Source: an optimization exercise on an open RTL-to-GDS flow (aim: small area, a short achievable clock period and few clock cycles). Production flows keep margins and buffers that such runs may drop. RTL that was checked went through simulation tests only; none was proved equivalent to the original. Function not checked in runs 1 to 4: the RTL went through the layout flow alone. No activity file was given, so power comes from the tool's default toggle rates.

==> flow/design.v <==
module upb (
    input  wire        clk,
    input  wire        rst,           
    input  wire        cmd_valid,
    output wire        cmd_ready,
    input  wire [39:0] cmd,
    output wire [31:0] res,
    output wire [3:0]  flt,
    output wire [1:0]  st,
    output wire        tx_valid,
    output wire [7:0]  tx_data,
    input  wire        rx_valid,
    output wire        rx_ready,
    input  wire [7:0]  rx_data,
    output wire [23:0] mem_addr,
    input  wire [7:0]  mem_rdata
);
    localparam [7:0] OP_NOP     = 8'h00, OP_RESET   = 8'h01, OP_RDR     = 8'h02,
                     OP_RXFLUSH = 8'h03, OP_TXRAW   = 8'h04, OP_RXGET   = 8'h05,
                     OP_LSEED   = 8'h10, OP_LSTEP   = 8'h11, OP_LTX     = 8'h12,
                     OP_LCHK    = 8'h13, OP_SCLR    = 8'h20, OP_SADD    = 8'h21,
                     OP_SIMG    = 8'h22, OP_SMARK   = 8'h23, OP_STEST   = 8'h24,
                     OP_LRCCLR  = 8'h28, OP_LRCXOR  = 8'h29, OP_ENCWORD = 8'h30,
                     OP_ENCMEM  = 8'h31, OP_FSYNC   = 8'h40, OP_FBYTE   = 8'h41,
                     OP_FFIELD  = 8'h42, OP_PCLR    = 8'h50, OP_PPTR    = 8'h51,
                     OP_PLEN    = 8'h52, OP_PDEL    = 8'h53, OP_SSTART  = 8'h58;
    localparam [1:0] ST_IDLE = 2'd0, ST_RUN = 2'd1, ST_SUCCESS = 2'd2, ST_ABORTED = 2'd3;
    localparam [2:0] PH_NONE = 3'd0, PH_SSYNC = 3'd1, PH_CSYNC = 3'd2, PH_HDR = 3'd3,
                     PH_PAY = 3'd4, PH_ACK = 3'd5, PH_NEXT = 3'd6;
    localparam [2:0] R_NONE = 3'd0, R_MISSSYNC = 3'd1, R_COGMIS = 3'd2, R_CKSUM = 3'd3;
    reg         rs_q;                 
    reg         rdy;                  
    reg         gq;                   
    reg         fst;                  
    reg  [7:0]  kq;                   
    reg         ar;                   
    reg  [1:0]  rq2;                  
    reg  [39:0] cq;                   
    reg  [2:0]  xsub;                 
    reg         oq, hz;               
    reg  [3:0]  hk;                   
    reg  [2:0]  ld;                   
    reg         rx_e0;                
    reg         oacc;                 
    reg  [31:0] res_q;
    reg  [3:0]  flt_q;
    reg  [1:0]  st_q;
    reg  [7:0]  lfsr, sum, lrc;
    reg  [191:0] rptr;                
    reg  [175:0] rlen;                
    reg  [2:0]  rp;                   
    reg  [2:0]  rq;                   
    reg  [3:0]  clr;                  
    reg  [7:0]  pv;                   
    reg  [2:0]  sq;                   
    reg         sf;                   
    reg         sp;                   
    reg  [3:0]  ek;                   
    reg  [2:0]  reason;
    reg  [3:0]  n_q, cog, scan;
    reg         mk;
    reg  [19:0] base;
    reg  [16:0] off;
    reg  [9:0]  chunk;
    reg  [1:0]  flags;
    reg  [7:0]  ackb0, ackb1, ackb2;
    reg  [1:0]  ackn;
    reg  [15:0] paddr;                
    reg         p16, phi;             
    reg  [16:0] rdcnt;                
    reg         rdz;                  
    reg         v1, v2;               
    reg  [7:0]  f0, f1;               
    reg  [1:0]  fo;                   
    reg         pm;                   
    reg         stf;                  
    reg         txv;
    reg  [7:0]  txd;
    reg  [31:0] rxq;
    reg  [1:0]  rx_rd, rx_wr;
    reg  [3:0]  rx_t;                 
    reg         rxr;
    assign cmd_ready = rdy;
    assign res       = res_q;
    assign flt       = flt_q;
    assign st        = st_q;
    assign tx_valid  = txv;
    assign tx_data   = txd;
    assign rx_ready  = rxr;
    assign mem_addr  = {8'd0, paddr};
    function [7:0] lfsr_next(input [7:0] s);
        lfsr_next = {s[6:0], s[7] ^ s[5] ^ s[4] ^ s[1]};
    endfunction
    function [7:0] enc_d(input [2:0] g);
        enc_d = 8'h92 | {1'b0, g[2], 2'b00, g[1], 2'b00, g[0]};
    endfunction
    function [7:0] enc_f(input [1:0] g);
        enc_f = 8'hF2 | {4'b0000, g[1], 2'b00, g[0]};
    endfunction
    function [3:0] next_valid(input [3:0] k, input [7:0] v);
        integer i;
        begin
            next_valid = 4'd0;
            for (i = 8; i >= 1; i = i - 1)
                if (i >= k && v[i-1])
                    next_valid = i[3:0];
        end
    endfunction
    wire [7:0]  i_op  = cmd[39:32];
    wire [31:0] i_arg = cmd[31:0];
    wire        iz31_8 = (i_arg[31:8] == 24'd0);
    wire        iz7_4  = (i_arg[7:4] == 4'd0);
    wire        iz3_2  = (i_arg[3:2] == 2'd0);
    wire        iz31_0 = iz31_8 && iz7_4 && iz3_2 && (i_arg[1:0] == 2'd0);
    wire [3:0]  i_clo  = i_arg[3:0];
    wire [3:0]  i_cp   = i_arg[27:24];
    wire        i_clo_ok = (i_clo >= 4'd1) && (i_clo <= 4'd8);
    wire        i_cp_ok  = (i_cp  >= 4'd1) && (i_cp  <= 4'd8);
    wire [7:0]  i_ra = i_arg[7:0];
    wire        i_rdr_ok = ((i_ra[7:4] == 4'h1) && i_clo_ok) || ((i_ra[7:4] == 4'h2) && i_clo_ok) ||
                           ((i_ra[7:4] == 4'h0) && (i_ra[3:0] <= 4'hA) && (i_ra[3:0] != 4'h5));
    wire i_cA = (i_op == OP_NOP) || (i_op == OP_RESET) || (i_op == OP_RXFLUSH) || (i_op == OP_RXGET) ||
                (i_op == OP_LSTEP) || (i_op == OP_LTX) || (i_op == OP_LCHK) || (i_op == OP_SCLR) ||
                (i_op == OP_STEST) || (i_op == OP_LRCCLR) || (i_op == OP_PCLR);
    wire i_cB = (i_op == OP_RDR) || (i_op == OP_TXRAW) || (i_op == OP_LSEED) || (i_op == OP_SADD) ||
                (i_op == OP_LRCXOR) || (i_op == OP_FSYNC) || (i_op == OP_FBYTE);
    wire i_cC = (i_op == OP_SIMG) || (i_op == OP_PDEL);
    wire i_cF = (i_op == OP_ENCWORD) || (i_op == OP_FFIELD);
    wire i_cH = (i_op == OP_PPTR) || (i_op == OP_PLEN);
    wire [7:0] i_kq = {i_cH && (i_arg[31:28] == 4'd0),
                       (i_op == OP_ENCMEM) && (i_arg[31:24] == 8'd0),
                       i_cF,
                       (i_op == OP_SSTART) && iz31_8 && iz7_4 && iz3_2,
                       (i_op == OP_SMARK) && iz31_8 && iz7_4 && iz3_2 && !i_arg[1],
                       i_cC && iz31_8 && iz7_4,
                       i_cB && iz31_8,
                       i_cA && iz31_0};
    wire [7:0] i_pvr = {pv[6:0], pv[7]};
    wire i_rg1 = ((i_op == OP_RDR) && !i_rdr_ok) ||
                 ((i_op == OP_SIMG) && (!i_clo_ok || !i_pvr[i_clo[2:0]])) ||
                 ((i_op == OP_PDEL) && !i_clo_ok);
    wire i_rg2 = ((i_op == OP_ENCMEM) && ((i_arg[1:0] != 2'b00) || (i_arg[23:16] != 8'd0))) ||
                 ((i_op == OP_PPTR) && !i_cp_ok) ||
                 ((i_op == OP_PLEN) && (!i_cp_ok || (i_arg[1:0] != 2'b00))) ||
                 ((i_op == OP_SSTART) && (pv == 8'd0));
    wire i_arun  = (i_op == OP_NOP) || (i_op == OP_RESET) || (i_op == OP_RDR);
    wire i_reset = (i_op == OP_RESET) && iz31_0;
    wire [7:0]  op   = cq[39:32];
    wire [31:0] arg  = cq[31:0];
    wire [2:0]  c_lo = arg[2:0];      
    wire [2:0]  c_p  = arg[26:24];
    wire is_rdr    = (op == OP_RDR);
    wire is_flush  = (op == OP_RXFLUSH);
    wire is_txraw  = (op == OP_TXRAW);
    wire is_rxget  = (op == OP_RXGET);
    wire is_lseed  = (op == OP_LSEED);
    wire is_lstep  = (op == OP_LSTEP);
    wire is_ltx    = (op == OP_LTX);
    wire is_lchk   = (op == OP_LCHK);
    wire is_sclr   = (op == OP_SCLR);
    wire is_sadd   = (op == OP_SADD);
    wire is_simg   = (op == OP_SIMG);
    wire is_smark  = (op == OP_SMARK);
    wire is_stest  = (op == OP_STEST);
    wire is_lrcclr = (op == OP_LRCCLR);
    wire is_lrcxor = (op == OP_LRCXOR);
    wire is_encw   = (op == OP_ENCWORD);
    wire is_encm   = (op == OP_ENCMEM);
    wire is_fsync  = (op == OP_FSYNC);
    wire is_fbyte  = (op == OP_FBYTE);
    wire is_ffield = (op == OP_FFIELD);
    wire is_pclr   = (op == OP_PCLR);
    wire is_pptr   = (op == OP_PPTR);
    wire is_plen   = (op == OP_PLEN);
    wire is_pdel   = (op == OP_PDEL);
    wire is_sstart = (op == OP_SSTART);
    wire is_enc    = is_encw | is_encm;
    wire [7:0] ra = arg[7:0];
    wire ra_ptr = (ra[7:4] == 4'h1);
    wire ra_len = (ra[7:4] == 4'h2);
    wire kr     = (kq != 8'd0);
    wire f_busy = kr && (st_q == ST_RUN) && !ar;
    wire fault  = !kr || f_busy || (rq2 != 2'd0);
    wire fq     = gq && fst && fault;
    wire go     = gq && !(fst && fault);
    wire first  = go && fst;
    wire [23:0] hp = rptr[23:0];      
    wire [21:0] hl = rlen[21:0];      
    wire        rclr   = (clr != 4'd0);
    wire        at_plo = !rclr && (rp == c_lo);
    wire        at_llo = !rclr && (rq == c_lo);
    wire        at_pp  = !rclr && (rp == c_p);
    wire        at_lp  = !rclr && (rq == c_p);
    wire [17:0] oob_s = {1'b0, p16, paddr} + {1'b0, hl[14:0], 2'b00};
    wire        oob   = phi || (hl[21:15] != 7'd0) || oob_s[17] || (oob_s[16] && (oob_s[15:0] != 16'd0));
    wire [16:0] hlen  = {hl[14:0], 2'b00};
    wire        hlz   = (hl[14:0] == 15'd0);
    wire        seq_run  = (st_q == ST_RUN);
    wire [3:0]  nv_scan  = next_valid(scan, pv);
    wire [3:0]  nv_after = (cog == 4'd8) ? 4'd0 : next_valid(cog + 4'd1, pv);
    wire [10:0] hadd_hi  = base[19:9] + {3'd0, off[16:9]};
    wire [19:0] haddr    = {hadd_hi, base[8:0]};
    reg  [7:0]  hdr_b;
    always @* begin
        case (ek[2:0])
            3'd0: hdr_b = {4'd0, cog};
            3'd1: hdr_b = mk ? 8'hFF : {4'd0, haddr[19:16]};
            3'd2: hdr_b = mk ? 8'hFF : haddr[15:8];
            3'd3: hdr_b = mk ? 8'hFE : haddr[7:0];
            3'd4: hdr_b = 8'd0;
            3'd5: hdr_b = 8'd0;
            3'd6: hdr_b = {6'd0, chunk[9:8]};
            default: hdr_b = chunk[7:0];
        endcase
    end
    wire       rx_have = rx_t[0];
    reg  [7:0] rx_head;
    always @* begin
        case (rx_rd)
            2'd0: rx_head = rxq[7:0];
            2'd1: rx_head = rxq[15:8];
            2'd2: rx_head = rxq[23:16];
            default: rx_head = rxq[31:24];
        endcase
    end
    wire rx_push = rx_valid && rxr;
    wire s_emit = seq_run && !sf && (sq == PH_SSYNC || sq == PH_CSYNC || sq == PH_HDR);
    reg  [3:0] h_n;                   
    reg  [7:0] h_b;
    reg        h_ff;                  
    always @* begin
        h_n  = 4'd0;
        h_b  = arg[7:0];
        h_ff = 1'b0;
        if (is_txraw) h_n = 4'd1;
        if (is_ltx)   begin h_n = 4'd1; h_b = {7'h7F, lfsr[0]}; end
        if (is_fsync) begin h_n = 4'd2; h_b = (hk[0] == 1'b0) ? 8'hFF : arg[7:0]; end
        if (is_fbyte) begin h_n = 4'd1; h_ff = (arg[7:0] == 8'hFF); end
        if (is_ffield) begin
            h_n = 4'd4;
            case (hk[1:0])
                2'd0: h_b = arg[31:24];
                2'd1: h_b = arg[23:16];
                2'd2: h_b = arg[15:8];
                default: h_b = arg[7:0];
            endcase
            h_ff = (h_b == 8'hFF);
        end
        if (is_enc) begin
            h_n = 4'd11;
            case (hk)
                4'd0:  h_b = enc_d(arg[2:0]);
                4'd1:  h_b = enc_d(arg[5:3]);
                4'd2:  h_b = enc_d(arg[8:6]);
                4'd3:  h_b = enc_d(arg[11:9]);
                4'd4:  h_b = enc_d(arg[14:12]);
                4'd5:  h_b = enc_d(arg[17:15]);
                4'd6:  h_b = enc_d(arg[20:18]);
                4'd7:  h_b = enc_d(arg[23:21]);
                4'd8:  h_b = enc_d(arg[26:24]);
                4'd9:  h_b = enc_d(arg[29:27]);
                default: h_b = enc_f(arg[31:30]);
            endcase
        end
    end
    reg [2:0] enc_need;
    always @* begin
        case (hk)
            4'd0, 4'd1:       enc_need = 3'd1;
            4'd2, 4'd3, 4'd4: enc_need = 3'd2;
            4'd5, 4'd6, 4'd7: enc_need = 3'd3;
            default:          enc_need = 3'd4;
        endcase
    end
    wire h_avail = !is_encm || (ld >= enc_need);
    wire h_emit  = go && (h_n != 4'd0) && (hk != h_n) && h_avail;
    wire        pop    = (fo != 2'd0) && (pm || (sp && !stf));
    wire        f0ff   = (f0 == 8'hFF);
    wire        popff  = sp && pop && f0ff;
    wire [2:0]  m_now  = {1'b0, fo} + {2'd0, v2} + {2'd0, v1};
    wire        m_mode = pm || sp;
    wire        m_room = m_mode ? ((m_now < 3'd3) || ((m_now == 3'd3) && pop))
                                : ((m_now < 3'd2) || ((m_now == 3'd2) && pop));
    wire        issue  = !rdz && !popff && m_room;
    wire        drain  = rdz && !v1 && !v2 && ((fo == 2'd0) || (fo == 2'd1 && pop));
    reg         e_v;
    reg  [7:0]  e_b;
    reg         e_f;                  
    always @* begin
        e_v = 1'b0;
        e_b = h_b;
        e_f = 1'b0;
        if (sp) begin
            e_v = (fo != 2'd0);
            e_b = f0;
            e_f = f0ff;
        end else if (s_emit) begin
            e_v = 1'b1;
            case (sq)
                PH_SSYNC: e_b = ek[0] ? {4'd0, n_q} : 8'hFF;
                PH_CSYNC: e_b = ek[0] ? {4'd0, cog} : 8'hFF;
                default:  begin e_b = hdr_b; e_f = (hdr_b == 8'hFF); end
            endcase
        end else if (h_emit) begin
            e_v = 1'b1;
            e_f = h_ff;
        end
    end
    wire e_acc = e_v && !stf;                  
    wire e_ff  = e_acc && e_f;
    wire h_last  = (hk == h_n - 4'd1);
    wire h_done  = (h_emit && e_acc && h_last && !e_f) || ((h_n != 4'd0) && stf && (hk == h_n));
    wire rdr_done = ra_ptr ? at_plo : (ra_len ? at_llo : 1'b1);
    wire [7:0] pvr = {pv[6:0], pv[7]};    
    reg done;
    always @* begin
        done = 1'b0;
        if (fq)
            done = 1'b1;
        else if (go) begin
            if (h_n != 4'd0)
                done = h_done;
            else if (is_rdr)
                done = rdr_done;
            else if (is_pptr)
                done = at_pp;
            else if (is_plen)
                done = at_lp;
            else if (is_simg)
                done = (xsub == 3'd3 && (oq || hz)) || (xsub == 3'd4 && drain);
            else if (is_sstart)
                done = (xsub == 3'd3);
            else
                done = 1'b1;
        end
    end
    wire do_reset = rs_q;
    wire flush    = rs_q || (first && is_flush);
    wire x_pop    = first && (is_rxget || is_lchk) && !rx_e0;
    wire lchk_ok  = (rx_head[7:1] == 7'h7F) && (rx_head[0] == lfsr[0]);
    reg [31:0] rdr_val;
    always @* begin
        rdr_val = 32'd0;
        if (ra_ptr)
            rdr_val = {8'd0, hp};
        else if (ra_len)
            rdr_val = {pvr[c_lo], 7'd0, hl, 2'b00};
        else case (ra[3:0])
            4'h0: rdr_val = {9'd0, flags, mk, scan, n_q, cog, reason, sq, st_q};
            4'h1: rdr_val = {28'd0, flt_q};
            4'h2: rdr_val = {24'd0, lfsr};
            4'h3: rdr_val = {24'd0, sum};
            4'h4: rdr_val = {24'd0, lrc};
            4'h6: rdr_val = {12'd0, base};
            4'h7: rdr_val = {15'd0, off};
            4'h8: rdr_val = {22'd0, chunk};
            4'hA: rdr_val = {6'd0, ackn, ackb2, ackb1, ackb0};
            default: rdr_val = 32'd0;
        endcase
    end
    wire [7:0] sum_op = pm ? f0 : (is_smark ? (arg[0] ? 8'hD8 : 8'hEC) : arg[7:0]);
    wire [7:0] sum_nx = sum + sum_op;
    wire [7:0] off_hi1  = off[16:9] + 8'd1;
    wire       len_more = (hlen[16:9] > off[16:9]) || ((hlen[16:9] == off[16:9]) && (hlen[8:0] != 9'd0));
    wire [9:0] len_chk  = (hlen[16:9] == off[16:9]) ? {1'b0, hlen[8:0]} : 10'd512;
    wire [9:0] chunk0   = (hlen[16:9] == 8'd0) ? {1'b0, hlen[8:0]} : 10'd512;
    always @(posedge clk) begin
        rs_q <= rst || (rdy && cmd_valid && i_reset);
        if (rdy) begin
            cq    <= cmd;
            rx_e0 <= !rx_have;
            xsub  <= 3'd0;
            hk    <= 4'd0;
            ld    <= 3'd0;
            oacc  <= 1'b0;
            kq    <= i_kq;
            ar    <= i_arun;
            rq2   <= {i_rg2, i_rg1};
        end
        fst <= rdy;
        if (rst) begin
            rdy <= 1'b0;
            gq  <= 1'b0;
        end else if (rs_q) begin
            rdy <= 1'b1;
            gq  <= 1'b0;
        end else if (rdy) begin
            rdy <= !cmd_valid;
            gq  <= cmd_valid;
        end else if (done) begin
            rdy <= 1'b1;
            gq  <= 1'b0;
        end
        txv <= !rst && !do_reset && (stf || e_acc);
        txd <= stf ? 8'h00 : e_b;
        stf <= !do_reset && e_ff;
        rp <= do_reset ? 3'd1 : rp + 3'd5;
        rq <= do_reset ? 3'd7 : rq + 3'd5;
        rptr <= {(rclr ? 24'd0 : ((go && is_pptr && at_pp) ? arg[23:0] : hp)), rptr[191:24]};
        rlen <= {(rclr ? 22'd0 : ((go && is_plen && at_lp) ? arg[23:2] : hl)), rlen[175:22]};
        if (do_reset || (first && is_pclr))
            clr <= 4'd8;
        else if (rclr)
            clr <= clr - 4'd1;
        v2 <= !do_reset && v1;
        if (v1) paddr <= paddr + 16'd1;
        if (issue) begin
            rdcnt <= rdcnt - 17'd1;
            rdz   <= (rdcnt == 17'd1);
        end
        v1 <= !do_reset && issue;
        if (pop) begin
            if (fo == 2'd2) begin
                f0 <= f1;
                if (v2) f1 <= mem_rdata;
            end else if (v2)
                f0 <= mem_rdata;
        end else if (v2) begin
            if (fo == 2'd0) f0 <= mem_rdata;
            else            f1 <= mem_rdata;
        end
        fo <= do_reset ? 2'd0 : fo - {1'b0, pop} + {1'b0, v2};
        if (rxr) begin
            case (flush ? 2'd0 : rx_wr)
                2'd0: rxq[7:0]   <= rx_data;
                2'd1: rxq[15:8]  <= rx_data;
                2'd2: rxq[23:16] <= rx_data;
                default: rxq[31:24] <= rx_data;
            endcase
        end
        begin : rxq_ctl
            reg       rpop;
            reg [2:0] ncnt;
            rpop = x_pop || (seq_run && !sf && sq == PH_ACK && rx_have);
            if (flush) begin
                rx_rd  <= 2'd0;
                rx_wr  <= {1'b0, rx_push};
                rx_t   <= {3'd0, rx_push};
            end else begin
                if (rpop) rx_rd <= rx_rd + 2'd1;
                if (rx_push) rx_wr <= rx_wr + 2'd1;
                if (rx_push && !rpop) rx_t <= {rx_t[2:0], 1'b1};
                else if (rpop && !rx_push) rx_t <= {1'b0, rx_t[3:1]};
            end
            rxr <= rst || flush || !(!rpop && (rx_t[3] || (rx_t[2] && rx_push)));
        end
        if (do_reset) begin
            lfsr   <= 8'h50;
            sum    <= 8'd0;
            lrc    <= 8'd0;
            res_q  <= 32'd0;
            flt_q  <= 4'd0;
            pv     <= 8'd0;
            st_q   <= ST_IDLE;
            sq     <= PH_NONE;
            sf     <= 1'b0;
            sp     <= 1'b0;
            pm     <= 1'b0;
            reason <= R_NONE;
            n_q    <= 4'd0;
            cog    <= 4'd0;
            scan   <= 4'd0;
            mk     <= 1'b0;
            base   <= 20'd0;
            off    <= 17'd0;
            chunk  <= 10'd0;
            flags  <= 2'd0;
            ackb0  <= 8'd0;
            ackb1  <= 8'd0;
            ackb2  <= 8'd0;
            ackn   <= 2'd0;
            rdz    <= 1'b1;
        end else begin
            if (fq) begin
                if (!kr)         flt_q[0] <= 1'b1;
                else if (f_busy) flt_q[1] <= 1'b1;
                else            flt_q[2] <= 1'b1;
            end
            if (first) begin
                if (is_rxget) res_q <= rx_e0 ? 32'h100 : {24'd0, rx_head};
                if (is_lseed) lfsr <= arg[7:0];
                if (is_lstep) begin res_q <= {31'd0, lfsr[0]}; lfsr <= lfsr_next(lfsr); end
                if (is_ltx)   lfsr <= lfsr_next(lfsr);
                if (is_lchk) begin
                    if (rx_e0)
                        res_q <= 32'd2;
                    else if (lchk_ok) begin
                        res_q <= 32'd1;
                        lfsr  <= lfsr_next(lfsr);
                    end else begin
                        res_q    <= 32'd0;
                        flt_q[3] <= 1'b1;
                    end
                end
                if (is_sclr)   sum <= 8'd0;
                if (is_sadd || is_smark) sum <= sum_nx;
                if (is_stest)  res_q <= {31'd0, (sum == 8'd0)};
                if (is_lrcclr) lrc <= 8'd0;
                if (is_lrcxor) lrc <= lrc ^ arg[7:0];
                if (is_pclr)   pv <= 8'd0;
                if (is_pdel)   pv[c_lo - 3'd1] <= 1'b0;
                if (is_encm) begin
                    paddr <= arg[15:0];
                    rdcnt <= 17'd3;
                    rdz   <= 1'b0;
                    v1    <= 1'b1;
                    pm    <= 1'b1;
                end
            end
            if (go && is_rdr && rdr_done)
                res_q <= rdr_val;
            if (go && is_plen && at_lp)
                pv[c_p - 3'd1] <= 1'b1;
            if (h_emit && e_acc)
                hk <= hk + 4'd1;
            if (pm && is_encm && pop) begin
                case (ld[1:0])
                    2'd0: cq[7:0]   <= f0;
                    2'd1: cq[15:8]  <= f0;
                    2'd2: cq[23:16] <= f0;
                    default: cq[31:24] <= f0;
                endcase
                ld <= ld + 3'd1;
            end
            if (pm && done)
                pm <= 1'b0;
            if (go && is_simg) begin
                case (xsub)
                    3'd0: if (at_plo) begin
                              paddr <= hp[15:0]; p16 <= hp[16]; phi <= (hp[23:17] != 7'd0);
                              xsub  <= 3'd1;
                          end
                    3'd1: xsub <= 3'd2;
                    3'd2: begin
                              oq    <= oob;
                              hz    <= hlz;
                              rdcnt <= hlen;
                              xsub  <= 3'd3;
                          end
                    3'd3: begin
                              if (oq) flt_q[2] <= 1'b1;
                              else if (!hz) begin
                                  rdz   <= 1'b0;
                                  pm    <= 1'b1;
                                  xsub  <= 3'd4;
                              end
                          end
                    default: if (pop) sum <= sum_nx;
                endcase
            end
            if (go && is_sstart) begin
                case (xsub)
                    3'd0: if (!rclr) begin
                              paddr <= hp[15:0]; p16 <= hp[16]; phi <= (hp[23:17] != 7'd0);
                              xsub  <= 3'd1;
                          end
                    3'd1: xsub <= 3'd2;
                    3'd2: begin
                        xsub <= (hk == 4'd7) ? 3'd3 : 3'd0;
                        hk   <= hk + 4'd1;
                        oacc <= oacc || (pvr[rq] && oob);
                    end
                    default: begin
                            if (oacc)
                                flt_q[2] <= 1'b1;
                            else begin
                                st_q   <= ST_RUN;
                                sq     <= PH_SSYNC;
                                sf     <= 1'b0;
                                ek     <= 4'd0;
                                reason <= R_NONE;
                                n_q    <= {3'd0, pv[0]} + {3'd0, pv[1]} + {3'd0, pv[2]} + {3'd0, pv[3]} +
                                          {3'd0, pv[4]} + {3'd0, pv[5]} + {3'd0, pv[6]} + {3'd0, pv[7]};
                                cog    <= 4'd0;
                                scan   <= 4'd1;
                                mk     <= 1'b0;
                                base   <= 20'd0;
                                off    <= 17'd0;
                                chunk  <= 10'd0;
                                ackn   <= 2'd0;
                                ackb0  <= 8'd0;
                                ackb1  <= 8'd0;
                                ackb2  <= 8'd0;
                                lrc    <= 8'd0;
                                flags  <= arg[1:0];
                            end
                    end
                endcase
            end
            if (seq_run) begin
                if (sf) begin
                    if (sq == PH_CSYNC) begin
                        case (ek[1:0])
                            2'd0: if (rp == cog[2:0]) begin
                                      paddr <= hp[15:0];
                                      ek    <= 4'd1;
                                  end
                            2'd1: ek <= 4'd2;
                            default: begin
                                off   <= 17'd0;
                                mk    <= hlz;
                                chunk <= chunk0;
                                rdcnt <= {7'd0, chunk0};
                                rdz   <= hlz;
                                lrc   <= 8'd0;
                                sq    <= PH_HDR;
                                sf    <= 1'b0;
                                ek    <= 4'd0;
                            end
                        endcase
                    end else begin
                        if (rq == cog[2:0]) begin
                            mk    <= !len_more;
                            chunk <= len_more ? len_chk : 10'd0;
                            rdcnt <= {7'd0, len_chk};
                            rdz   <= !len_more;
                            lrc   <= 8'd0;
                            sq    <= PH_HDR;
                            sf    <= 1'b0;
                            ek    <= 4'd0;
                        end
                    end
                end else begin
                    case (sq)
                        PH_SSYNC: if (e_acc) begin
                            if (ek[0]) begin sq <= PH_CSYNC; ek <= 4'd0; end
                            else ek <= 4'd1;
                        end
                        PH_CSYNC: if (e_acc) begin
                            if (ek[0]) begin sf <= 1'b1; ek <= 4'd0; end
                            else begin cog <= nv_scan; ek <= 4'd1; end
                        end
                        PH_HDR: begin
                            if ((e_acc && ek == 4'd7 && !e_f) || (stf && ek == 4'd8)) begin
                                ackn <= 2'd0;
                                ek   <= 4'd0;
                                sq   <= mk ? PH_ACK : PH_PAY;
                                sp   <= !mk;
                            end else if (e_acc)
                                ek <= ek + 4'd1;
                        end
                        PH_PAY: begin
                            if (pop) lrc <= lrc ^ f0;
                            if (drain && !popff) begin
                                sq <= PH_ACK;
                                sp <= 1'b0;
                            end
                        end
                        PH_ACK: if (rx_have) begin
                            case (ackn)
                                2'd0: ackb0 <= rx_head;
                                2'd1: ackb1 <= rx_head;
                                default: ackb2 <= rx_head;
                            endcase
                            ackn <= ackn + 2'd1;
                            if (!mk && ackn == 2'd2) begin
                                if (ackb0 != 8'hFF) begin
                                    st_q <= ST_ABORTED; sq <= PH_NONE; reason <= R_MISSSYNC;
                                end else if (ackb1 != {4'd0, cog}) begin
                                    st_q <= ST_ABORTED; sq <= PH_NONE; reason <= R_COGMIS;
                                end else if (rx_head != lrc) begin
                                    st_q <= ST_ABORTED; sq <= PH_NONE; reason <= R_CKSUM;
                                end else if (chunk[9]) begin
                                    off <= {off_hi1, 9'd0};
                                    sf  <= 1'b1;
                                end else begin
                                    off   <= {off[16:9], chunk[8:0]};
                                    mk    <= 1'b1;
                                    chunk <= 10'd0;
                                    lrc   <= 8'd0;
                                    sq    <= PH_HDR;
                                    ek    <= 4'd0;
                                end
                            end else if (mk && ackn == 2'd1) begin
                                if (ackb0 != 8'hFF) begin
                                    st_q <= ST_ABORTED; sq <= PH_NONE; reason <= R_MISSSYNC;
                                end else if (rx_head != {4'd0, cog}) begin
                                    st_q <= ST_ABORTED; sq <= PH_NONE; reason <= R_COGMIS;
                                end else
                                    sq <= PH_NEXT;
                            end
                        end
                        PH_NEXT: begin
                            base <= base + {3'd0, off};
                            scan <= cog + 4'd1;
                            mk   <= 1'b0;
                            ek   <= 4'd0;
                            if (nv_after != 4'd0)
                                sq <= PH_CSYNC;
                            else begin
                                st_q <= ST_SUCCESS;
                                sq   <= PH_NONE;
                            end
                        end
                        default: ;
                    endcase
                end
            end
        end
    end
endmodule
==> flow/run.sh <==
#!/bin/bash
# synth_recipe.tcl (not shown) runs the flow's synth.tcl, then flattens the netlist and writes it again
# the make line also repeats each setting of config.mk as NAME=value (left out here)
make -C /OpenROAD-flow-scripts/flow DESIGN_CONFIG=/design/flow/config.mk WORK_HOME=/design/flow/orfs CLKGATE_MAP_FILE= SYNTH_SCRIPT=/design/flow/synth_recipe.tcl finish
==> flow/config.mk <==
export PLATFORM = sky130hd
export DESIGN_NAME = upb
export DESIGN_NICKNAME = upb
export VERILOG_FILES = /design/flow/design.v
export SDC_FILE = /design/flow/constraint.sdc
export NUM_CORES = 4
export LEC_CHECK = 0
export ABC_CLOCK_PERIOD_IN_PS = 3000
export CAP_MARGIN = 20
export CORE_MARGIN = 2
export CORE_UTILIZATION = 45
export SETUP_SLACK_MARGIN = 5
export SLEW_MARGIN = 20
==> flow/constraint.sdc <==
create_clock -name core_clock -period 12.0 [get_ports {clk}]
set_input_delay 2.4000 -clock core_clock [delete_from_list [all_inputs] [get_ports {clk}]]
set_output_delay 2.4000 -clock core_clock [all_outputs]
set_load 0.01 [all_outputs]
==> run summary, run 1 <==
run status=no timing/DRC/antenna violations; min-delay worst type=register to register; Setup TNS=0 ns; Vias=about 27,000; CP max-delay cell=a31oi_2; H-tree levels=3; initial antenna violation count=0; PwrDens=about 150 nW/um^2; Worst EP arrival=4.84 ns; Initial Util=0.457; Yosys Warn Count=1; count leader, synth=dfxtp_1; Setup-failing EPs final=0; 1st-iter DRT viols=3,255; Final period util=0.362; die height=roughly 270 um; Setup crit end kind=register; Worst Tran Pin Value=between 1 and 1.5 ns; CTS Buf Count=between 70 and 80; DP HPWL=around 87 mm; Min Hold Slack=roughly 0.31 ns; cts hold-fix bufs=0; total track usage=0.324; final hold violations=0; # IOs=between 100 and 150; ys flop type=dfxtp_1; synth top area cells=dfxtp_1, edfxtp_1, a21oi_1; DR pass1 iterations=6; CTS sink cnt=722; cell row count=96; vias in the first global route=approximately 26,000; cell count after synthesis=3,428; FFs w/ async S/R, synth=0; final critical-path required period=~4.3 ns; unique cell type count in the Yosys netlist=115; Root Driver=clkbuf_16; RePlAce Congestion=about 1.0; first-pass GRT wire length=between 150 and 200 mm; Yosys reg bits=a little over 700; Relative slew margins=0.169; setup bufs post-CTS=0; sequential area share after synthesis=0.484; Nets=~3,600; ANT cells=0; Power, Total=about 5500 uW; Register Area=15,200 sq um; Crit Path Max Fanout=18; core area=just under 70,000 sq um; CP Launch Type=register; Max Fclk=around 0.23 GHz; RSZ-0062 raised after global routing=no; Post-synth EDFFs=78; vias per cell=between 6 and 7; CTS tree=built; max cap viols=0; design area=between 30,000 and 40,000 sq um; post-CTS sizing=0; syn_area_per_cell=9.19 sq um; area growth from synthesis to layout=14.3%; Synth area leader=dfxtp_1; CP peak stage delay=0.80 ns; DRC=0; critical path, cell by cell=nor4_1 > a2111oi_4 > o21ai_2 > nor2_1 > a21oi_1 > nor2_1 > a31oi_2 > nand2_1 > o22ai_1 > a21oi_1; Slew Viols, Final=0; die span in x=between 200 and 300 um; area of the multi-input gates=around 15,000 sq um; Data required, critical path=between 10 and 15 ns; Port Buf Inserts=roughly 120; gr ovfl total=0; Avg WL per Cell=~27 um; DP Worst Slack=7.36 ns; synth cell count leaders=dfxtp_1, nor2_1, a21oi_1; maximum VDD drop=about 0.14 mV; fill count=6,467; post-route worst setup slack=7.66 ns; Pleak=~0.013 uW; Routed WL=approximately 120 mm; post-synth top area share=0.409; critical path class=register to register; Placed Area=~33,000 sq um; antenna viol nets, final=0; pin count of the biggest net entering global routing=around 150; Worst Clk Skew=between 0.04 and 0.05 ns; synthesized area=approximately 31,000 sq um; share of cells above drive strength 1=0.0797; Clock Tree Buf Depth=3; Clock Latency Late Sink=0.65 ns; Worst-path clk slew=roughly 0.060 ns; die area=about 70,000 sq um
==> layer usage <==
metal / wire length, um / vias to the layer above / track usage
met2: 52500 / 1295 / 0.505
li1: - / 12386 / -
met1: 50600 / 13172 / 0.434
met3: 10000 / 285 / 0.0669
met4: 5600 / 0 / 0.143
met5: 0 / - / 0
==> state kept, by name, summed over array words and instances, names as in the netlist, 8 cells and up, named ones only <==
| signal | flops |
|---|---|
| rptr | 192 |
| rlen | 176 |
| cq | 40 |
| rxq | 32 |
| res_q | 27 |
| base | 20 |
| off | 17 |
| rdcnt | 17 |
| paddr | 16 |
| chunk | 10 |
| ackb0 | 8 |
| ackb1 | 8 |
| ackb2 | 8 |
| f0 | 8 |
| f1 | 8 |
| kq | 8 |
| lfsr | 8 |
| lrc | 8 |
| pv | 8 |
| sum | 8 |
| txd | 8 |
==> per-stage QoR <==
stage                      util  cells
after floorplan               -   3440
after global placement    0.483   4311
after detailed placement  0.483   4311
after CTS                 0.522   4454
after global routing      0.522   4455
final                     0.522   4455
==> kinds of logic after synthesis <==
kind of cell / Yosys count / synth area share
compound gates: 964 / 0.197
fa+ha+maj: 114 / 0.0474
mux: 65 / 0.0237
flops: 722 / 0.484
buf+inv: 340 / 0.0456
other cells: 1 / 0.000119
xor+xnor: 128 / 0.0356
simple gates: 1094 / 0.167
==> worst paths after layout <==
| check | from | endpoint | slack [ns] | cells past startpoint |
|---|---|---|---|---|
| setup / recovery | kq[4] | paddr[1] | 7.66 | 10 |
| hold / removal | rptr[160] | rptr[136] | 0.31 | 0 |
| setup reg to reg | kq[4] | paddr[1] | 7.66 | 10 |
| hold reg to reg | rptr[160] | rptr[136] | 0.31 | 0 |
==> worst max-delay path: cells and delay by family (launching register included) <==
kind,cells,cell delay (ns)
AND/OR/NAND/NOR,4,1.72
AO/OA/AOI/OAI,6,2.08
flip-flops,1,0.37
==> cell usage in the layout (no fill, tap or decap), types with 12 or more instances in the layout <==
cell type        count
inv_1              106
xor2_1              55
conb_1              13
ha_1               105
a22o_1              20
a21oi_1            332
a21o_1              19
a311oi_1            16
nor3_1              73
o31ai_1             16
dfxtp_1            642
o21a_1              12
o21ai_0            162
a222oi_1            18
a211oi_1            40
buf_4               51
nand4_1             26
edfxtp_1            78
nor4_1              35
o22ai_1             35
clkbuf_16           80
a22oi_1             67
a31oi_1             74
o211ai_1            20
nor2b_1             28
nand3_1            100
clkbuf_8            13
xnor2_1             73
mux2_2              13
nand3b_1            13
and2_1              16
clkdlybuf4s50_1    119
or3_1               19
nor2_1             348
mux2i_1             45
and3_1              22
a221oi_1            25
nand2b_1            14
nand2_1            319
==> where the power goes <==
| part | switching (uW) | total [uW] | internal [uW] |
|---|---|---|---|
| sequential | 86.9 | 2580 | 2490 |
| combinational | 295 | 448 | 153 |
| clock | 1050 | 2470 | 1420 |
==> final cells by class <==
class                   instances  share of cell area
flip-flops and latches        722               0.423
multi-input cells            2378               0.414
clock buffers                 106              0.0621
repair buffers                172              0.0444
well taps                     931              0.0323
clock inverters                37              0.0130
inverters                     109              0.0114
==> inputs of run 2 (changes only) <==
==> flow/flow/run.sh (new file) <==
#!/bin/bash
set -euo pipefail
bash standard.sh SETUP_SLACK_MARGIN=8.6 finish > standard_make.log 2>&1
==> flow/standard.sh (new file) <==
#!/bin/bash
# synth_recipe.tcl (not shown) runs the flow's synth.tcl, then flattens the netlist and writes it again
# the make line also repeats each setting of config.mk as NAME=value (left out here)
make -C /OpenROAD-flow-scripts/flow DESIGN_CONFIG=/design/flow/config.mk WORK_HOME=/design/flow/orfs CLKGATE_MAP_FILE= SYNTH_SCRIPT=/design/flow/synth_recipe.tcl "${@:-finish}"
--- a/flow/config.mk
+++ b/flow/config.mk
@@ -11,3 +11,2 @@
 export CORE_UTILIZATION = 45
-export SETUP_SLACK_MARGIN = 5
 export SLEW_MARGIN = 20
removed: flow/run.sh
==> run summary, run 2 <==
final hold violations=0 (unchanged); die area=72,100 sq um (unchanged); DP HPWL=86.9 mm (-0.29%); Setup crit end kind=primary output; Synth area leader=dfxtp_1; Pleak=0.0143 uW (+8.7%); vias per cell=6.11 (+0.26%); non-filler cells, final=4,594 (+3.1%); fill count=6,188 (-4.3%); Clock Latency Late Sink=0.68 ns (+0.03 ns); cells on worst reg2reg path=11 (+1); Hold Path Stages=0 (unchanged); Root Driver=clkbuf_16; Crit Path Max Fanout=2 (-16); detailed-routing wirelength on met1=50.8 mm (+0.46%); Worst EP arrival=1.17 ns (-3.67 ns); Port Buf Inserts=119 (unchanged); Vias=28,058 (+3.4%); total track usage=0.332 (+0.00750); Setup TNS=0 ns (unchanged); R2R setup slack=8.58 ns (+0.92 ns); P_int=4100 uW (+0.91%); max reg flops=192 (unchanged); Initial Util=0.457 (unchanged); commonest non-fill, non-tap cell in the layout=dfxtp_1; DR pass1 iterations=6 (unchanged); CP Launch Type=register; Critical R2R Launch=st_q[1]; DRC=0 (unchanged); Avg WL per Cell=26.5 um (-0.48%); gr ovfl total=0 (unchanged); synthesized area=31,500 sq um (unchanged); share of cells above drive strength 1=0.182 (+0.103); unique cell type count in the Yosys netlist=115 (unchanged); sequential area share after synthesis=0.484 (unchanged); post-synthesis mux area share=0.0237 (unchanged); WHS Endpoint=rlen[137]; WL met3=10.6 mm (+5.7%); Clock power frac=0.448 (-0.002); CP peak stage delay=0.37 ns (-0.43 ns); area growth from synthesis to layout=21.3%; Logic pwr share=0.090 (+0.008); first-pass GRT wire length=176 mm (+2.5%); post-synth top area share=0.409 (unchanged); cell row count=96 (unchanged); ys flop type=dfxtp_1; max cap viols=0 (unchanged); run status=no timing/DRC/antenna violations; worst min-delay path startpoint=rlen[159]; maximum VDD drop=0.125 mV (-14%); Top Registers=rptr: 192 flops, rlen: 176 flops, cq: 40 flops; initial antenna violation count=1 (+1); die height=269 um (unchanged); Power, Total=5550 uW (+0.96%); vias in the first global route=26,629 (+4.0%); xor/xnor share of the synthesized area=0.0356 (unchanged); RePlAce Congestion=0.989 (-1.3%); top sig layer=met4; 1st-iter DRT viols=3,056 (-6.1%); Yosys Warn Count=1 (unchanged); Clock Tree Buf Depth=3 (unchanged); antenna viol nets, final=0 (unchanged); Nets=3,779 (+4.0%); Worst-path clk slew=0.06 ns (about the same); Net Sw Frac=0.261 (+0.000386); FFs w/ async S/R, synth=0 (unchanged); Final period util=0.297 (-0.0645); adder-cell area share of the yosys netlist=0.0474 (unchanged); H-tree levels=3 (unchanged); Worst Tran Pin Value=1.12 ns (-0.119 ns); CP max-delay cell=dfxtp_4; pin count of the biggest net entering global routing=68 (-56%); core area=68,900 sq um (unchanged); Data required, critical path=9.60 ns (-2.90 ns); CTS sink cnt=722 (unchanged); die span in x=269 um (unchanged); WL met2=53.4 mm (+1.7%); count leader, synth=dfxtp_1; largest family of logic cells by synthesized area=compound AO/OA/AOI/OAI gates; Reg power frac=0.462 (-0.007); CP top delay family=flip-flops; Relative slew margins=0.246 (+0.0771); cts hold-fix bufs=0 (unchanged); CTS tree=built; RSZ-0062 raised after global routing=yes; Compound-Gate Fraction of Synth Area=0.197 (unchanged); CP Buf/Inv Count=1 (+1); Post-synth EDFFs=78 (unchanged); PwrDens=145 nW/um^2 (-4.8%); min-delay worst type=register to register; RR Endpoint=txd[0]; CTS Buf Count=76 (-2.6%); Yosys reg bits=722 (unchanged); critical path, cell by cell=buf_6; post-synthesis simple-gate area fraction=0.167 (unchanged); most frequent cells in the layout=dfxtp_1, nor2_1, a21oi_1, nand2_1, buf_4; Worst Clk Skew=0.0540 ns (+0.0102 ns); # IOs=133 (unchanged); critical path class=register to primary output; Biggest register=rptr; switching power=1450 uW (+1.1%); Routed WL=122 mm (+2.6%); cell count after synthesis=3,428 (unchanged); syn_area_per_cell=9.19 sq um (unchanged); Slew Viols, Final=0 (unchanged); Max Fclk=0.280 GHz (+22%); synth top area cells=dfxtp_1, edfxtp_1, a21oi_1; synth cell count leaders=dfxtp_1, nor2_1, a21oi_1; Setup-failing EPs final=0 (unchanged); final critical-path required period=3.57 ns (-0.774 ns); placed cell count=4,315 (+0.093%)
-- run 2: changes by cell type in the layout (fill, tap and decap cells not counted), sizes merged, moves of 2 or more --
| cell | change |
|---|---|
| buf | +209 |
| clkdlybuf4s50 | -93 |
| dlygate4sd2 | +23 |
| clkbuf | -6 |
| bufinv | +4 |
| clkinvlp | -4 |
| clkdlybuf4s15 | +2 |
| dlymetal6s2s | +2 |
-- run 2: cell type report --
cell class                 count  area, sq um  area share
clock buffer                  98         2120      0.0554
clock inverter                37          563      0.0147
multi-input combinational   2379        15700       0.412
antenna                        1         2.50   0.0000655
timing repair buffer         317         2780      0.0728
inverter                     109          414      0.0108
sequential                   722        15400       0.403
tap                          931         1160      0.0305
-- run 2: worst max-delay path by stage --
stage / from / to / slack (ns) / cells past startpoint
floorplan: cmd[30] / kq[3] / 8.24 / 5
global placement: cmd[22] / kq[3] / 7.56 / 6
detailed placement: cmd[22] / kq[3] / 7.51 / 6
CTS: st_q[1] / st[1] / 8.35 / 1
global route: paddr[4] / mem_addr[4] / 8.41 / 1
finish: paddr[4] / mem_addr[4] / 8.43 / 1
-- run 2: worst register-to-register path, stage by stage (launching register included) --
cell	delay [ns]
dfxtp_4	0.37
buf_4	0.18
buf_4	0.19
nor2b_1	0.15
nand2b_1	0.07
buf_4	0.24
or3_1	0.61
a21oi_1	0.51
o221ai_1	0.43
and3_1	0.34
a21oi_1	0.14
nor2_1	0.06
-- run 2: power by group through the flow --
stage          clock, uW  sequential, uW  combinational [uW]
3_5_place_dp           0            2620                 443
6_report            2490            2560                 500
5_1_grt             2620            2560                 526
4_1_cts             2520            2560                 472
3_3_place_gp           0            2620                 438
2_1_floorplan          0            2580                 275
-- run 2: layer usage --
layer  up-vias  global-route usage
met5         -                   0
met4         0               0.183
met3       336              0.0683
met2      1378               0.507
met1     13672               0.439
li1      12672                   -
-- run 2: cell families (layout without fill, tap and decap cells) --
group	count (synthesis)	in the layout
flops	722	722
xor+xnor	128	128
compound gates	964	964
other cells	1	14
simple gates	1094	1095
fa+ha+maj	114	114
mux	65	65
buf+inv	340	561
-- run 2: stage by stage --
stage / util / setup WS [ns] / hold WS, ns / instance area, sq um
detailed placement: 0.484 / 7.51 / 0.312 / 33400
global route: 0.554 / 8.41 / 0.299 / 38200
CTS: 0.543 / 8.35 / 0.300 / 37400
finish: 0.554 / 8.43 / 0.299 / 38200
floorplan: - / 8.24 / 0.310 / 31600
global placement: 0.484 / 7.56 / 0.310 / 33400
-- run 2: timing repair --
action	in CTS	in global routing
gates resized for setup	526	115
pin swaps	38	38
setup buffers	99	43
setup endpoints to repair	273	220
gates cloned	1	0
==> inputs of run 3 (changes only) <==
--- a/flow/config.mk
+++ b/flow/config.mk
@@ -10,3 +10,3 @@
 export CORE_MARGIN = 2
-export CORE_UTILIZATION = 45
+export CORE_UTILIZATION = 60
 export SLEW_MARGIN = 20
==> run summary, run 3 <==
run status=no timing/DRC/antenna violations; final critical-path required period=3.54 ns (-0.0234 ns); die span in x=233 um (-13%); total track usage=0.442 (+0.111); vias per cell=6.88 (+13%); share of cells above drive strength 1=0.184 (+0.00118); Yosys Warn Count=1 (unchanged); non-filler cells, final=4,326 (-5.8%); CP Launch Type=register; DR pass1 iterations=9 (+3); core area=51,600 sq um (-25%); first-pass GRT wire length=179 mm (+1.7%); cell row count=83 (-14%); CP top delay family=flip-flops; placed cell count=4,064 (-5.8%); Final period util=0.295 (-0.00195); final hold violations=0 (unchanged); maximum VDD drop=0.219 mV (+76%); CP Buf/Inv Count=1 (unchanged); min-delay worst type=register to register; # IOs=133 (unchanged); vias in the first global route=28,124 (+5.6%); H-tree levels=3 (unchanged); DRC=0 (unchanged); Data required, critical path=9.60 ns (about the same); unique cell type count in the Yosys netlist=115 (unchanged); post-synth top area share=0.409 (unchanged); Routed WL=123 mm (+0.95%); critical path, cell by cell=buf_6; CTS Buf Count=72 (-5.3%); sequential area share after synthesis=0.484 (unchanged); max cap viols=0 (unchanged); most frequent cells in the layout=dfxtp_1, nor2_1, a21oi_1, nand2_1, buf_4; max reg flops=192 (unchanged); Clock Latency Late Sink=0.65 ns (-0.03 ns); Min Hold Slack=0.303 ns (+0.00308 ns); 1st-iter DRT viols=4,419 (+45%); Worst EP arrival=1.14 ns (-0.03 ns); commonest non-fill, non-tap cell in the layout=dfxtp_1; syn_area_per_cell=9.19 sq um (unchanged); PwrDens=147 nW/um^2 (+1.4%); Setup TNS=0 ns (unchanged); Pleak=0.0143 uW (-0.54%); Synth area leader=dfxtp_1; Root Driver=clkbuf_16; Worst Clk Skew=0.0336 ns (-0.0204 ns); Post-synth EDFFs=78 (unchanged); CTS tree=built; CP peak stage delay=0.37 ns (about the same); count leader, synth=dfxtp_1; Biggest register=rptr; Nets=3,763 (-0.42%); synth cell count leaders=dfxtp_1, nor2_1, a21oi_1; Relative slew margins=0.263 (+0.0166); FFs w/ async S/R, synth=0 (unchanged); synthesized area=31,500 sq um (unchanged); pin count of the biggest net entering global routing=68 (unchanged); critical path class=register to primary output; Vias=29,743 (+6.0%); Initial Util=0.610 (+0.153); Top Registers=rptr: 192 flops, rlen: 176 flops, cq: 40 flops; die height=233 um (-13%); gr ovfl total=0 (unchanged); Avg WL per Cell=28.4 um (+7.2%); Setup crit end kind=primary output; Clock Tree Buf Depth=3 (unchanged); CTS sink cnt=722 (unchanged); Worst-path clk slew=0.07 ns (about the same); RSZ-0062 raised after global routing=yes; Slew Viols, Final=0 (unchanged); CP max-delay cell=dfxtp_4; Worst Tran Pin Value=1.10 ns (-0.0204 ns); ys flop type=dfxtp_1; synth top area cells=dfxtp_1, edfxtp_1, a21oi_1; Setup-failing EPs final=0 (unchanged); antenna viol nets, final=0 (unchanged); Crit Path Max Fanout=2 (unchanged); initial antenna violation count=3 (+2); post-route worst setup slack=8.46 ns (+0.0234 ns); RePlAce Congestion=1.03 (+4.6%); Power, Total=5570 uW (+0.36%); DP Worst Slack=7.56 ns (+0.0438 ns); DP HPWL=82.1 mm (-5.5%); Yosys reg bits=722 (unchanged); Port Buf Inserts=119 (unchanged); die area=54,300 sq um (-25%); cell count after synthesis=3,428 (unchanged); area growth from synthesis to layout=20.1%; Max Fclk=0.282 GHz (+0.66%)
run 3: cell counts after synthesis:
Identical to the previous run, type by type.
run 3: routing by layer:
layer | part of all wire | GRT usage
met3 | 0.12 | 0.110
met4 | 0.083 | 0.308
met1 | 0.37 | 0.554
met2 | 0.43 | 0.670
met5 | 0.000098 | 0
run 3: path summary, 6_finish.rpt:
check | depth (start not counted) | slack, ns | start | to
min reg2reg | 0 | 0.30 | rlen[34] | rlen[12]
max reg2reg | 16 | 8.58 | cq[37] | sum[7]
max | 1 | 8.46 | paddr[3] | mem_addr[3]
min | 0 | 0.30 | rlen[34] | rlen[12]
run 3: report_power, final:
group	switching, uW	total (uW)	internal (uW)
clock network	1060	2500	1440
registers	88.7	2570	2480
logic	329	502	173
total	1480	5570	4090
run 3: logic make-up (layout without fill, tap and decap cells):
| kind of cell | Yosys count | after routing | synth area share |
|---|---|---|---|
| multiplexers | 65 | 65 | 0.0237 |
| other | 1 | 15 | 0.000119 |
| AND/OR/NAND/NOR | 1094 | 1095 | 0.167 |
| AO/OA/AOI/OAI | 964 | 964 | 0.197 |
| buffers and inverters | 340 | 543 | 0.0456 |
| adder cells (fa/ha/maj) | 114 | 114 | 0.0474 |
| flip-flops | 722 | 722 | 0.484 |
| XOR/XNOR | 128 | 128 | 0.0356 |
run 3: repair_timing:
| item | CTS | global route |
|---|---|---|
| pin swaps | 40 | 44 |
| setup endpoints to repair | 220 | 239 |
| setup buffers | 95 | 34 |
| gates cloned | 1 | 0 |
| gates resized for setup | 526 | 127 |
| hold buffers | 0 | 0 |
run 3: final cells by class:
type                       instances  area (sq um)
timing repair buffer             305          2710
antenna                            2          5.00
tap                              680           851
multi-input combinational       2379         15800
clock inverter                    30           569
inverter                         109           409
sequential                       722         15400
clock buffer                      99          2080
fill                            3510         13800
run 3: per-stage QoR:
stage | area [sq um] | utilization
final | 37800 | 0.733
after global routing | 37800 | 0.733
after CTS | 37100 | 0.718
after detailed placement | 33100 | 0.640
after global placement | 33100 | 0.640
after floorplan | 31600 | -
==> inputs of run 4 (changes only) <==
==> flow/flow/run.sh (replaced) <==
#!/bin/bash
set -euo pipefail
bash standard.sh SETUP_SLACK_MARGIN=8.45 finish > standard_make.log 2>&1
--- a/flow/config.mk
+++ b/flow/config.mk
@@ -10,3 +10,3 @@
 export CORE_MARGIN = 2
-export CORE_UTILIZATION = 60
+export CORE_UTILIZATION = 45
 export SLEW_MARGIN = 20
==> run summary, run 4 <==
run status=no timing/DRC/antenna violations; Yosys reg bits=722 (unchanged); pin count of the biggest net entering global routing=68 (unchanged); Root Driver=clkbuf_16; vias per cell=6.14 (-11%); Top Registers=rptr: 192 flops, rlen: 176 flops, cq: 40 flops; Data required, critical path=9.60 ns (about the same); antenna viol nets, final=0 (unchanged); Worst Tran Pin Value=1.11 ns (+0.0108 ns); commonest non-fill, non-tap cell in the layout=dfxtp_1; xor/xnor share of the synthesized area=0.0356 (unchanged); Setup crit end kind=primary output; CP peak stage delay=0.35 ns (-0.02 ns); RSZ-0062 raised after global routing=yes; initial antenna violation count=0 (-3); Reg power frac=0.464 (+0.003); Clock Latency Late Sink=0.67 ns (+0.02 ns); Final period util=0.300 (+0.00465); 1st-iter DRT viols=3,235 (-27%); syn_area_per_cell=9.19 sq um (unchanged); fill count=6,224 (+77%); post-synth top area share=0.409 (unchanged); Port Buf Inserts=119 (unchanged); min-delay worst type=register to register; area growth from synthesis to layout=19.3%; Clock power frac=0.449 (about the same); most frequent cells in the layout=dfxtp_1, nor2_1, a21oi_1, nand2_1, o21ai_0; Vias=27,955 (-6.0%); first-pass GRT wire length=174 mm (-2.5%); CP Launch Type=register; synth top area cells=dfxtp_1, edfxtp_1, a21oi_1; CP max-delay cell=dfxtp_4; final critical-path required period=3.60 ns (+0.0558 ns); Setup TNS=0 ns (unchanged); Compound-Gate Fraction of Synth Area=0.197 (unchanged); sequential area share after synthesis=0.484 (unchanged); critical path, cell by cell=buf_12 > buf_6; Max Fclk=0.278 GHz (-1.6%); # IOs=133 (unchanged); Relative slew margins=0.253 (-0.0101); Avg WL per Cell=26.6 um (-6.6%); gr ovfl total=0 (unchanged); core area=68,900 sq um (+34%); P_int=4070 uW (-0.66%); post-route worst setup slack=8.40 ns (-0.0558 ns); Slew Viols, Final=0 (unchanged); DP HPWL=86.4 mm (+5.2%); vias in the first global route=26,171 (-6.9%); adder-cell area share of the yosys netlist=0.0474 (unchanged); die area=72,100 sq um (+33%); CTS tree=built; CTS Buf Count=76 (+5.6%); cell row count=96 (+16%); die height=269 um (+15%); Net Sw Frac=0.264 (-0.000724); WL met2=52.2 mm (-1.7%); top sig layer=met4; unique cell type count in the Yosys netlist=115 (unchanged); critical path class=register to primary output; cell count after synthesis=3,428 (unchanged); WL met3=9.94 mm (-30%); CP Buf/Inv Count=2 (+1); Setup-failing EPs final=0 (unchanged); share of cells above drive strength 1=0.163 (-0.0206); ys flop type=dfxtp_1; synthesized area=31,500 sq um (unchanged); detailed-routing wirelength on met1=52.7 mm (+16%); Post-synth EDFFs=78 (unchanged); Yosys Warn Count=1 (unchanged); synth cell count leaders=dfxtp_1, nor2_1, a21oi_1; Clock Tree Buf Depth=3 (unchanged); Biggest register=rptr; max cap viols=0 (unchanged); Nets=3,737 (-0.69%); FFs w/ async S/R, synth=0 (unchanged); Synth area leader=dfxtp_1; Logic pwr share=0.087 (-0.003); DR pass1 iterations=7 (-2); Worst EP arrival=1.20 ns (+0.06 ns); H-tree levels=3 (unchanged); CP top delay family=flip-flops; CTS sink cnt=722 (unchanged); count leader, synth=dfxtp_1; Routed WL=121 mm (-1.6%); Pleak=0.0141 uW (-1.2%); Worst-path clk slew=0.06 ns (about the same); largest family of logic cells by synthesized area=compound AO/OA/AOI/OAI gates; DP Worst Slack=7.52 ns (-0.0344 ns); total track usage=0.328 (-0.114); switching power=1460 uW (-1.0%); ANT cells=0 (-2); DRC=0 (unchanged); Power, Total=5530 uW (-0.76%); post-synthesis simple-gate area fraction=0.167 (unchanged); Placed Area=33,300 sq um (+0.79%); RePlAce Congestion=1.04 (+0.30%); maximum VDD drop=0.146 mV (-33%); Initial Util=0.457 (-0.153); Crit Path Max Fanout=2 (unchanged); PwrDens=147 nW/um^2 (-0.12%); max reg flops=192 (unchanged); design area=37,600 sq um (-0.64%); Worst Clk Skew=0.0643 ns (+0.0307 ns); die span in x=269 um (+15%); cts hold-fix bufs=0 (unchanged); final hold violations=0 (unchanged); post-synthesis mux area share=0.0237 (unchanged)
[run 4: path summary, 6_finish.rpt]
path         depth (start not counted)  startpoint  slack [ns]        to
max                                  2     st_q[1]        8.40     st[1]
min                                  0    rlen[95]        0.31  rlen[73]
max reg2reg                         13      cq[35]        8.49     ek[3]
min reg2reg                          0    rlen[95]        0.31  rlen[73]
[run 4: layout make-up]
type,count,area [sq um],area share
repair buffers,275,2390,0.0636
flip-flops and latches,722,15400,0.410
clock buffers,97,2120,0.0565
multi-input cells,2379,15500,0.413
clock inverters,43,557,0.0148
inverters,109,409,0.0109
well taps,931,1160,0.0310
[run 4: power by group through the flow]
| stage | clock network [uW] | registers (uW) | logic [uW] |
|---|---|---|---|
| floorplan | 0 | 2580 | 274 |
| global placement | 0 | 2630 | 428 |
| detailed placement | 0 | 2630 | 432 |
| CTS | 2510 | 2560 | 454 |
| global route | 2610 | 2560 | 507 |
| finish | 2480 | 2560 | 483 |
[run 4: metal layers]
layer	vias to the layer above	GRT usage
met3	330	0.0564
met4	0	0.157
met1	13601	0.457
met5	-	0
met2	1411	0.493
li1	12613	-
[run 4: cells by family after synthesis]
kind of cell               count (synthesis)
DFF                                      722
buffers and inverters                    340
adders and majority gates                114
AOI/OAI and AO/OA                        964
and+or+nand+nor                         1094
xor gates and xnor gates                 128
muxes                                     65
other                                      1
[run 4: repair_timing]
action	in CTS	in global routing
endpoints found under the setup margin	272	158
setup buffers	64	40
pin swaps	21	31
gates resized for setup	424	99
cloned	0	1
[run 4: stage by stage]
step | hold slack, ns | utilization | instances
after global placement | 0.310 | 0.483 | 4311
final | 0.309 | 0.545 | 4556
after global routing | 0.314 | 0.545 | 4556
after CTS | 0.307 | 0.535 | 4515
after floorplan | 0.310 | - | 3440
after detailed placement | 0.312 | 0.483 | 4311
==> inputs of run 5 (changes only) <==
--- a/flow/design.v
+++ b/flow/design.v
@@ -31,2 +31,3 @@
     reg         rs_q;                 
+    reg         rc_q;                 
     reg         rdy;                  
@@ -191,4 +192,2 @@
     wire        at_llo = !rclr && (rq == c_lo);
-    wire        at_pp  = !rclr && (rp == c_p);
-    wire        at_lp  = !rclr && (rq == c_p);
     wire [17:0] oob_s = {1'b0, p16, paddr} + {1'b0, hl[14:0], 2'b00};
@@ -325,5 +324,5 @@
             else if (is_pptr)
-                done = at_pp;
+                done = (rp == c_p);
             else if (is_plen)
-                done = at_lp;
+                done = (rq == c_p);
             else if (is_simg)
@@ -336,4 +335,4 @@
     end
-    wire do_reset = rs_q;
-    wire flush    = rs_q || (first && is_flush);
+    wire do_reset = rs_q || rc_q;
+    wire flush    = do_reset || (first && is_flush);
     wire x_pop    = first && (is_rxget || is_lchk) && !rx_e0;
@@ -367,3 +366,4 @@
     always @(posedge clk) begin
-        rs_q <= rst || (rdy && cmd_valid && i_reset);
+        rs_q <= rst;
+        rc_q <= rdy && cmd_valid && i_reset;
         if (rdy) begin
@@ -383,3 +383,3 @@
             gq  <= 1'b0;
-        end else if (rs_q) begin
+        end else if (do_reset) begin
             rdy <= 1'b1;
@@ -398,4 +398,4 @@
         rq <= do_reset ? 3'd7 : rq + 3'd5;
-        rptr <= {(rclr ? 24'd0 : ((go && is_pptr && at_pp) ? arg[23:0] : hp)), rptr[191:24]};
-        rlen <= {(rclr ? 22'd0 : ((go && is_plen && at_lp) ? arg[23:2] : hl)), rlen[175:22]};
+        rptr <= {((go && is_pptr && rp == c_p) ? arg[23:0] : (rclr ? 24'd0 : hp)), rptr[191:24]};
+        rlen <= {((go && is_plen && rq == c_p) ? arg[23:2] : (rclr ? 22'd0 : hl)), rlen[175:22]};
         if (do_reset || (first && is_pclr))
@@ -511,3 +511,3 @@
                 res_q <= rdr_val;
-            if (go && is_plen && at_lp)
+            if (go && is_plen && rq == c_p)
                 pv[c_p - 3'd1] <= 1'b1;
==> flow/flow/run.sh (replaced) <==
#!/bin/bash
set -euo pipefail
bash standard.sh SETUP_SLACK_MARGIN=8.5 finish > standard_make.log 2>&1
--- a/flow/config.mk
+++ b/flow/config.mk
@@ -11,2 +11,4 @@
 export CORE_UTILIZATION = 45
+export CTS_CLUSTER_DIAMETER = 100
+export CTS_CLUSTER_SIZE = 30
 export SLEW_MARGIN = 20
==> run summary, run 5 <==
run status=no timing/DRC/antenna violations; Data required, critical path=12.51 ns (+2.91 ns); vias in the first global route=25,632 (-2.1%); Initial Util=0.455 (-0.00144); Clock Latency Late Sink=0.66 ns (about the same); maximum VDD drop=0.189 mV (+29%); Crit Path Max Fanout=2 (unchanged); commonest non-fill, non-tap cell in the layout=dfxtp_1; total track usage=0.321 (-0.00648); cells on worst reg2reg path=11 (-2); Root Driver=clkbuf_16; Vias=27,326 (-2.3%); CTS Buf Count=31 (-59%); Synth area leader=dfxtp_1; Port Buf Inserts=119 (unchanged); R2R setup slack=8.46 ns (-0.03 ns); max cap viols=0 (unchanged); WHS Endpoint=rlen[30]; Biggest register=rptr; share of cells above drive strength 1=0.170 (+0.00674); RR Endpoint=res_q[3]; Relative slew margins=0.210 (-0.0429); Clock Tree Buf Depth=3 (unchanged); CP Buf/Inv Count=1 (-1); area growth from synthesis to layout=16.3%; Yosys reg bits=723 (+0.14%); fill count=6,272 (+0.77%); die area=71,600 sq um (-0.65%); synth top area cells=dfxtp_1, edfxtp_1, a21oi_1; most used cell, CP=or3_4; initial antenna violation count=0 (unchanged); worst min-delay path startpoint=rlen[52]; gr ovfl total=0 (unchanged); antenna viol nets, final=0 (unchanged); Pleak=0.0139 uW (-1.2%); die height=268 um (-0.33%); RePlAce Congestion=1.01 (-2.4%); CTS sink cnt=723 (+0.14%); Critical R2R Launch=cq[0]; Slew Viols, Final=0 (unchanged); critical path, cell by cell=buf_8 > nor4_4 > nand2_2 > nor3_2 > nand2_1 > or3_4 > or3_4 > nor3_4; 1st-iter DRT viols=3,283 (+1.5%); unique cell type count in the Yosys netlist=106 (-7.8%); synth cell count leaders=dfxtp_1, nand2_1, nor2_1; CP Launch Type=primary input; Worst Tran Pin Value=1.18 ns (+0.0717 ns); Worst Clk Skew=0.0277 ns (-0.0365 ns); PwrDens=121 nW/um^2 (-18%); Worst-path clk slew=0.12 ns (+0.06 ns); FFs w/ async S/R, synth=0 (unchanged); pin count of the biggest net entering global routing=58 (-15%); count leader, synth=dfxtp_1; first-pass GRT wire length=171 mm (-1.7%); core area=68,700 sq um (-0.35%); CTS tree=built; Post-Route Utilization=0.529 (-0.0156); # IOs=133 (unchanged); Nets=3,699 (-1.0%); die span in x=268 um (-0.33%); Worst EP arrival=4.16 ns (+2.96 ns); CP max-delay cell=or3_4; most frequent cells in the layout=dfxtp_1, nand2_1, nor2_1, a21oi_1, buf_4; Setup TNS=0 ns (unchanged); H-tree levels=1 (-2); CP peak stage delay=0.40 ns (+0.05 ns); Avg WL per Cell=26.4 um (-0.53%); critical path class=primary input to register; cell row count=96 (unchanged); sequential area share after synthesis=0.488 (+0.00387); Register Area=15,400 sq um (+0.15%); area of the multi-input gates=15,700 sq um (+1.1%); final critical-path required period=3.66 ns (+0.0565 ns); max reg flops=192 (unchanged); post-synth top area share=0.413 (+0.00337); cell count after synthesis=3,386 (-1.2%); Max Fclk=0.274 GHz (-1.5%); Hold Path Stages=0 (unchanged); synthesized area=31,300 sq um (-0.66%); min-delay worst type=register to register; Top Registers=rptr: 192 flops, rlen: 176 flops, cq: 40 flops; DR pass1 iterations=6 (-1); DP HPWL=86.0 mm (-0.48%); Setup-failing EPs final=0 (unchanged); final hold violations=0 (unchanged); ys flop type=dfxtp_1; Final period util=0.305 (+0.00471); Yosys Warn Count=1 (unchanged); DRC=0 (unchanged); CP top delay family=simple AND/OR/NAND/NOR gates; Routed WL=118 mm (-2.4%); vias per cell=6.11 (-0.41%); syn_area_per_cell=9.24 sq um (+0.57%); Setup crit end kind=register; Post-synth EDFFs=78 (unchanged); RSZ-0062 raised after global routing=yes
==> run 5: repair_timing <==
| action | 4_1_cts | 5_1_grt |
|---|---|---|
| setup endpoints to repair | 305 | 220 |
| gates resized for setup | 575 | 148 |
| hold buffers | 0 | 0 |
| setup buffers | 91 | 41 |
| pin swaps | 35 | 50 |
==> run 5: worst max path at each step <==
stage / startpoint / endpoint / slack [ns] / depth (start not counted)
2_1_floorplan: cmd[14] / kq[0] / 8.02 / 7
3_3_place_gp: st_q[1] / rx_t[0] / 7.02 / 8
3_5_place_dp: cmd[14] / kq[0] / 7.18 / 8
4_1_cts: st_q[0] / rx_t[0] / 8.36 / 9
5_1_grt: cmd[8] / kq[0] / 8.31 / 8
6_report: cmd[8] / kq[0] / 8.34 / 8
==> run 5: logic make-up after synthesis <==
| group | after synthesis | share of synthesized area |
|---|---|---|
| AO/OA/AOI/OAI | 896 | 0.186 |
| multiplexers | 76 | 0.0274 |
| adder cells (fa/ha/maj) | 114 | 0.0478 |
| buffers and inverters | 318 | 0.0413 |
| XOR/XNOR | 128 | 0.0358 |
| AND/OR/NAND/NOR | 1130 | 0.174 |
| other | 1 | 0.000120 |
| flip-flops | 723 | 0.488 |
==> run 5: final cells by class <==
class,count,area share
antenna,1,0.0000688
clock buffer,36,0.0224
clock inverter,12,0.00416
inverter,103,0.0107
multi-input combinational,2357,0.432
sequential,723,0.424
tap,931,0.0320
timing repair buffer,309,0.0750
==> run 5: routing by layer <==
layer | up-vias | GRT usage | part of all wire
li1 | 12415 | - | -
met1 | 13227 | 0.445 | 0.43
met2 | 1434 | 0.498 | 0.44
met3 | 250 | 0.0520 | 0.086
met4 | 0 | 0.133 | 0.048
met5 | - | 0 | 0
==> run 5: per-stage QoR <==
| step | area (sq um) | power (uW) | worst slack (ns) | cells | hold slack [ns] |
|---|---|---|---|---|---|
| after global routing | 36400 | 4530 | 8.31 | 4471 | 0.333 |
| final | 36400 | 4390 | 8.34 | 4472 | 0.319 |
| after global placement | 33400 | 3070 | 7.02 | 4291 | 0.310 |
| after floorplan | 31400 | 2850 | 8.02 | 3398 | 0.310 |
| after detailed placement | 33400 | 3080 | 7.18 | 4291 | 0.312 |
| after CTS | 35500 | 4380 | 8.36 | 4430 | 0.321 |
==> run 5: power breakdown <==
group	internal, uW	switching [uW]
logic	179	341
clock network	512	803
registers	2480	76.1
Testbench counts of run 5, summed over its fixed seeds: cycles 72,056.

separate check: timing with driven ports:
How much do the figures lean on ideal ports? The routed layouts below were timed once more, with nothing changed but the port constraints.
Step 1 assumes that a clkbuf_16 drives the clock port and a buf_2 every other input.
Step 2 times the ports against the registers' clock, not the clock port: input delays grow and output delays shrink by t, the midpoint of the rising clock arrivals with the driver on.
a / b / c = no drivers / after step 1 / after step 2; a / b = the first two.
run | shift t [ns] | setup slack, ns | hold slack, ns | worst data-port slew with drivers (ns)
run 1 | 0.698 | 7.660 / 7.660 / 7.356 | 0.314 / 0.314 / 0.314 | 0.12
run 2 | 0.719 | 8.434 / 8.369 / 7.922 | 0.299 / 0.299 / 0.299 | 0.10
run 3 | 0.701 | 8.457 / 8.392 / 7.975 | 0.303 / 0.303 / 0.303 | 0.04
run 4 | 0.709 | 8.402 / 8.334 / 7.829 | 0.309 / 0.309 / 0.309 | 0.11
run 5 | 0.707 | 8.345 / 8.355 / 7.661 | 0.319 / 0.319 / 0.319 | 0.06
After both steps every run listed still meets setup and hold. For run 5, which loses most, drivers alone change the setup slack by +0.010 ns; drivers and shift together by -0.684 ns.
